This design comes from an exercise in tuning for small area, a short achievable clock period and few clock cycles per item on the open sky130 flow, not from production work. The RTL was checked by simulation tests, not by an equivalence proof against the original design. Power figures rest on the tool's default switching activity, not on a simulated workload.

## amber
Design sio_ctrl, start of the top module:
module sio_ctrl (
    input  wire        clk,
    input  wire        rst,           
    input  wire        req_valid,
    output wire        req_ready,
    input  wire [35:0] req_word,      
    output wire        rsp_valid,
    output wire [15:0] rsp_data,
    output wire        rsp_refused,
    output wire [1:0]  rsp_mode,
    output wire [1:0]  rsp_tmode,
    output wire        rsp_sock,
    output wire        ev_valid,
    input  wire        ev_ready,
    output wire [4:0]  ev_kind,
    output wire [47:0] ev_data,
    input  wire        ev_ok,
    input  wire [15:0] ev_rdata
);
Size in the first run: about 230 flip-flops, about 140 I/O pins.
clock: 6.0 ns
lec_check: 0
cap_margin: 20
core_margin: 2
core_utilization: 40
cts_cluster_size: 20
place_density: 0.6
setup_slack_margin: 3.2
slew_margin: 20
standard.sh (not shown) runs the stock make flow with config.mk's settings and CLKGATE_MAP_FILE= SYNTH_SCRIPT=/design/flow/synth_recipe.tcl, a recipe that flattens the netlist after the stock synthesis.
==> flow/flow/run.sh <==
#!/bin/bash
# Standard layout, with the port buffers made from the smallest buffer cell
# (repair_timing and repair_design upsize them where timing needs it).
set -euo pipefail
export BUFFER_PORTS_ARGS="-buffer_cell sky130_fd_sc_hd__buf_1"
bash standard.sh > standard_flow.log 2>&1
Testbench counts of amber, summed over its fixed seeds: cycles 26,843, items 25,959.
For fjord, these inputs were changed with respect to amber:
- a change of SETUP_SLACK_MARGIN from 3.2 to 2.5
Results
Between amber and fjord, the total number of multi-input combinational cells does not differ in any meaningful way. Going from amber to fjord, final worst slack fell 300 ps; peak supply drop saw a decrease; non-clock buffer total of the final layout went down 47%; clock-buffer cell count now larger; total non-filler cell area in the finished layout went down 2500 um2. For amber, the slowest cell on the critical path was sky130_fd_sc_hd__a21oi_4, unlike fjord, where it was sky130_fd_sc_hd__buf_4. For amber, the topmost layer with routed signal wires was met4, unlike fjord, where it was met5.
Modified inputs, zinc compared to fjord
- SETUP_SLACK_MARGIN now 3.0, was 2.5
- ABC_AREA now 1, previously not set
--- outcome ---
- In summary, zinc completed successfully, with a layout that passed the timing, DRC and antenna checks.
- Re switching share of power: fjord was lower than zinc.
- Measured against each other, zinc and fjord differ in slew at the pin closest to its max-slew limit, the higher figure coming from fjord.
- Re routed wire length: zinc is 0.43% down on fjord.
- Sort zinc and fjord by setup slack asc -> top: fjord

* * *

== build 3 ==
sio_ctrl, a different RTL version from the one above (not shown whole).
Size in the first run: roughly 1300 cells after synthesis, about 230 flip-flops, ~140 I/O pins.
## sio_ctrl
module sio_ctrl (
    input  wire        clk,
    input  wire        rst,           
    input  wire        req_valid,
    output wire        req_ready,
    input  wire [35:0] req_word,      
    output wire        rsp_valid,
    output wire [15:0] rsp_data,
    output wire        rsp_refused,
    output wire [1:0]  rsp_mode,
    output wire [1:0]  rsp_tmode,
    output wire        rsp_sock,
    output wire        ev_valid,
    input  wire        ev_ready,
    output wire [4:0]  ev_kind,
    output wire [47:0] ev_data,
    input  wire        ev_ok,
    input  wire [15:0] ev_rdata
);
    localparam [3:0] OP_WRCNT   = 4'h1,
                     OP_WSIOCNT = 4'h2,
                     OP_WDATA   = 4'h3,
                     OP_RDATA   = 4'h4,
                     OP_WOTHER  = 4'h5,
                     OP_RESET   = 4'h8,
                     OP_SETDRV  = 4'h9,
                     OP_DESTROY = 4'hA;
    localparam [1:0] T_IDLE = 2'd0, T_PARSE = 2'd1, T_SEND = 2'd2, T_RECV = 2'd3;
    localparam CAP_INIT = 0, CAP_DEINIT = 1, CAP_LOAD = 2, CAP_UNLOAD = 3, CAP_WREG = 4;
    localparam [4:0] EV_ATTACH        = 5'd1,
                     EV_INIT          = 5'd2,
                     EV_DEINIT        = 5'd3,
                     EV_LOAD          = 5'd4,
                     EV_UNLOAD        = 5'd5,
                     EV_DRVWR_RCNT    = 5'd6,
                     EV_DRVWR_SIOCNT  = 5'd7,
                     EV_DRVWR_OTHER   = 5'd8,
                     EV_RAISE_IRQ     = 5'd9,
                     EV_LOG_UNSUPP    = 5'd10,
                     EV_LOG_INITFAIL  = 5'd11,
                     EV_SOCK_CONNECT  = 5'd12,
                     EV_SOCK_SEND     = 5'd13,
                     EV_SOCK_SEND_HDR = 5'd14,
                     EV_SOCK_RECV     = 5'd15,
                     EV_SOCK_CLOSE    = 5'd16;
    reg  [1:0]  rc;             
    reg         s12;            
    reg         alive;
    reg  [15:0] drv0, drv1, drv2;
    reg  [4:0]  cap0, cap1, cap2;
    reg  [1:0]  tmode;
    reg  [7:0]  cursor;
    reg  [2:0]  code;           
    reg  [7:0]  b1, b2, b3, b4, b5, b6;
    reg  [15:0] len;
    reg         sock;
    reg  [15:0] sock_h;
    reg         r_valid;
    reg  [15:0] r_aux;
  ...
Settings: LEC_CHECK=0, ABC_AREA=1, CAP_MARGIN=20, CORE_MARGIN=2, CORE_UTILIZATION=40, CTS_CLUSTER_DIAMETER=80, CTS_CLUSTER_SIZE=25, PLACE_DENSITY=0.6, SETUP_SLACK_MARGIN=3.0, SLEW_MARGIN=20, TNS_END_PERCENT=0; clock period 6.0 ns.
==> flow/flow/run.sh <==
#!/bin/bash
# The standard layout flow, with two changes:
#  1. Port buffers are made from the smallest buffer cell (repair_timing and
#     repair_design upsize them where timing needs it).
#  2. Clock tree synthesis inserts no dummy loads (the sink clustering is as
#     set in config.mk).
# The whole flow's output goes to standard_flow.log in this folder.
set -euo pipefail
export BUFFER_PORTS_ARGS="-buffer_cell sky130_fd_sc_hd__buf_1"
export CTS_ARGS="-sink_clustering_enable -repair_clock_nets -sink_clustering_size 25 -sink_clustering_max_diameter 80 -dont_use_dummy_load"
bash standard.sh > standard_flow.log 2>&1
Testbench counts of build 3, summed over its fixed seeds: cycles 26,843, items 25,959.
Input-level comparison between trial 56 and build 3:
- CTS_CLUSTER_SIZE: 25 -> 30
- CTS_CLUSTER_DIAMETER: 80 -> 60
==> flow/flow/run.sh <==
#!/bin/bash
# Standard layout, with the port buffers made from the smallest buffer cell
# (repair_timing and repair_design upsize them where timing needs it).
set -euo pipefail
export BUFFER_PORTS_ARGS="-buffer_cell sky130_fd_sc_hd__buf_1"
bash standard.sh > standard_flow.log 2>&1
[summary]
Clock-pin slew on the worst setup and hold paths delta (build 3 -> trial 56): insignificant
Build 3 has a higher final critical-path required period than trial 56.
Between trial 56 and build 3, the global-route usage does not differ in any meaningful way.
Going from build 3 to trial 56, met3 usage in global routing grows by 0.58 points.
Between build 3 and trial 56, initial detailed-routing violation count decreased.
Cmp trial 56 vs build 3: data arrival time of the worst path lower in trial 56
When trial 56 is set beside build 3, its met2 usage turns out to be 0.21 points smaller.

* * *

Starting RTL as in the previous note.
Design sio_ctrl, start of the top module:
module sio_ctrl (
    input  wire        clk,
    input  wire        rst,           
    input  wire        req_valid,
    output wire        req_ready,
    input  wire [35:0] req_word,      
    output wire        rsp_valid,
    output wire [15:0] rsp_data,
    output wire        rsp_refused,
    output wire [1:0]  rsp_mode,
    output wire [1:0]  rsp_tmode,
    output wire        rsp_sock,
    output wire        ev_valid,
    input  wire        ev_ready,
    output wire [4:0]  ev_kind,
    output wire [47:0] ev_data,
    input  wire        ev_ok,
    input  wire [15:0] ev_rdata
);
    localparam [3:0] OP_WRCNT   = 4'h1,
                     OP_WSIOCNT = 4'h2,
                     OP_WDATA   = 4'h3,
                     OP_RDATA   = 4'h4,
                     OP_WOTHER  = 4'h5,
                     OP_RESET   = 4'h8,
                     OP_SETDRV  = 4'h9,
                     OP_DESTROY = 4'hA;
    localparam [1:0] T_IDLE = 2'd0, T_PARSE = 2'd1, T_SEND = 2'd2, T_RECV = 2'd3;
    localparam CAP_INIT = 0, CAP_DEINIT = 1, CAP_LOAD = 2, CAP_UNLOAD = 3, CAP_WREG = 4;
    localparam [4:0] EV_ATTACH        = 5'd1,
                     EV_INIT          = 5'd2,
                     EV_DEINIT        = 5'd3,
                     EV_LOAD          = 5'd4,
                     EV_UNLOAD        = 5'd5,
                     EV_DRVWR_RCNT    = 5'd6,
                     EV_DRVWR_SIOCNT  = 5'd7,
                     EV_DRVWR_OTHER   = 5'd8,
                     EV_RAISE_IRQ     = 5'd9,
                     EV_LOG_UNSUPP    = 5'd10,
  ...
clock: 6.0 ns
lec_check: 0
abc_area: 1
cap_margin: 5
core_margin: 2
core_utilization: 40
cts_cluster_diameter: 80
cts_cluster_size: 25
place_density: 0.6
setup_slack_margin: 3.0
slew_margin: 5
tns_end_percent: 0
==> flow/flow/run.sh <==
#!/bin/bash
# Standard layout, with the port buffers made from the smallest buffer cell
# (repair_timing and repair_design upsize them where timing needs it).
set -euo pipefail
export BUFFER_PORTS_ARGS="-buffer_cell sky130_fd_sc_hd__buf_1"
bash standard.sh > standard_flow.log 2>&1
Testbench counts at the start, summed over its fixed seeds: cycles 26,843, items 25,959.
Rerun with:
- CAP_MARGIN: 5 -> 20
- CTS_CLUSTER_DIAMETER: 80 -> unset
- CTS_CLUSTER_SIZE: 25 -> 20
- SLEW_MARGIN: 5 -> 20
- TNS_END_PERCENT: 0 -> unset
Synthesized cell count does not change.
Worst hold slack loses 7.3 ps.
Clock skew is about the same.
Register-to-register slack improves by 290 ps.
Clock power rose by well over a third.
Rerun with:
==> flow/flow/run.sh (replaced) <==
#!/bin/bash
# The standard layout flow, with two changes:
#  1. Port buffers are made from the smallest buffer cell (repair_timing and
#     repair_design upsize them where timing needs it).
#  2. Synthesis runs the standard flow's own script through flow/synth_wrap.tcl, which
#     only swaps the ABC script (flow/map.abc) used to map the logic between
#     the flip-flops.
# The whole flow's output goes to standard_flow.log in this folder.
set -euo pipefail
WORK=$(pwd)
export BUFFER_PORTS_ARGS="-buffer_cell sky130_fd_sc_hd__buf_1"
export MAP_ABC="$WORK/flow/map.abc"
ORIG_SYNTH_SCRIPT=$(grep -o 'SYNTH_SCRIPT=[^ ]*' standard.sh | head -1 | cut -d= -f2- | tr -d "'")
export ORIG_SYNTH_SCRIPT
sed "s#SYNTH_SCRIPT=[^ ]*#SYNTH_SCRIPT=$WORK/flow/synth_wrap.tcl#" standard.sh > standard_wrap.sh
bash standard_wrap.sh > standard_flow.log 2>&1
==> flow/flow/map.abc (new file) <==
strash
dch
map -B 0.9
topo
stime -c
dnsize -c
==> flow/flow/synth_wrap.tcl (new file) <==
# Wraps the standard flow's synthesis script (ORIG_SYNTH_SCRIPT) and changes one thing:
# the ABC script that maps the logic between the flip-flops is flow/map.abc
# instead of ORFS's (the other abc arguments are kept). Everything before the
# mapping, the flip-flops included, is unchanged.
proc abc {args} {
  set kept {}
  set skip 0
  foreach x $args {
    if {$skip} { set skip 0; continue }
    if {$x eq "-script"} { set skip 1; continue }
    lappend kept $x
  }
  yosys abc -script $::env(MAP_ABC) {*}$kept
}
source $::env(ORIG_SYNTH_SCRIPT)
- CTS_CLUSTER_DIAMETER: unset -> 80
- CTS_CLUSTER_SIZE: 20 -> 25
- TNS_END_PERCENT: unset -> 0
The new run finished clean.
Cell count is lower by 2.6%.
Global-route usage is higher by 0.61 points.
Utilization is lower by 1.3 points.
Rerun with:
==> flow/flow/run.sh (replaced) <==
#!/bin/bash
# Standard layout, with the port buffers made from the smallest buffer cell
# (repair_timing and repair_design upsize them where timing needs it).
set -euo pipefail
export BUFFER_PORTS_ARGS="-buffer_cell sky130_fd_sc_hd__buf_1"
bash standard.sh > standard_flow.log 2>&1
removed: flow/flow/map.abc
removed: flow/flow/synth_wrap.tcl
After rerunning: Design area went down by about 0.3%; global-route usage decreases by 1.5 points; power came out lower by 0.46%; wire length came out lower by 3.5%; setup slack improved by 94 ps; clock-buffer cell count is higher by 1; fmax went up by 3.0%; via count is about the same; synthesized area is higher by 2.6%; sequential power hardly moves.

==> static timing again, ports no longer ideal <==
How much do the figures lean on ideal ports? The routed layouts below were timed once more, with nothing changed but the port constraints.
Step 1: set_driving_cell puts a clkbuf_16 on clk and a buf_2 on each other input, an assumption about the parent block.
Step 2, shift: input delay + t, output delay - t, t = (earliest + latest rising clock arrival at the registers) / 2. This alone moves slack from input paths to output paths.
Slacks: ideal ports / drivers / drivers and shift; pairs: ideal ports / drivers.
| run | shift t [ns] | setup slack, ns | hold WS [ns] | worst setup path at the end | latest minus earliest clock arrival (ns) |
|---|---|---|---|---|---|
| amber | 0.587 | 2.854 / 2.808 / 2.543 | 0.455 / 0.455 / 0.455 | input to register | 0.031 / 0.030 |
| fjord | 0.579 | 2.557 / 2.534 / 2.104 | 0.452 / 0.452 / 0.452 | input to register | 0.012 / 0.011 |
| zinc | 0.595 | 2.929 / 2.890 / 2.494 | 0.474 / 0.474 / 0.474 | input to register | 0.015 / 0.015 |
| build 3 | 0.532 | 2.891 / 2.871 / 2.569 | 0.466 / 0.466 / 0.466 | input to register | 0.049 / 0.049 |
| trial 56 | 0.569 | 2.932 / 2.902 / 2.574 | 0.468 / 0.468 / 0.468 | input to register | 0.026 / 0.026 |
| the first run of note 3 | 0.548 | 2.937 / 2.899 / 2.544 | 0.470 / 0.470 / 0.470 | input to register | 0.024 / 0.024 |
| the second run of note 3 | 0.609 | 2.929 / 2.888 / 2.533 | 0.463 / 0.463 / 0.463 | input to register | 0.022 / 0.021 |
| the third run of note 3 | 0.548 | 2.821 / 2.784 / 2.376 | 0.450 / 0.450 / 0.450 | input to register | 0.039 / 0.039 |
| the fourth run of note 3 | 0.554 | 2.915 / 2.897 / 2.573 | 0.471 / 0.471 / 0.471 | input to register | 0.018 / 0.017 |
After both steps setup and hold are still met in every run listed. The setup slack of fjord, which loses most, moves by -0.023 ns with the drivers and by -0.453 ns with both steps.
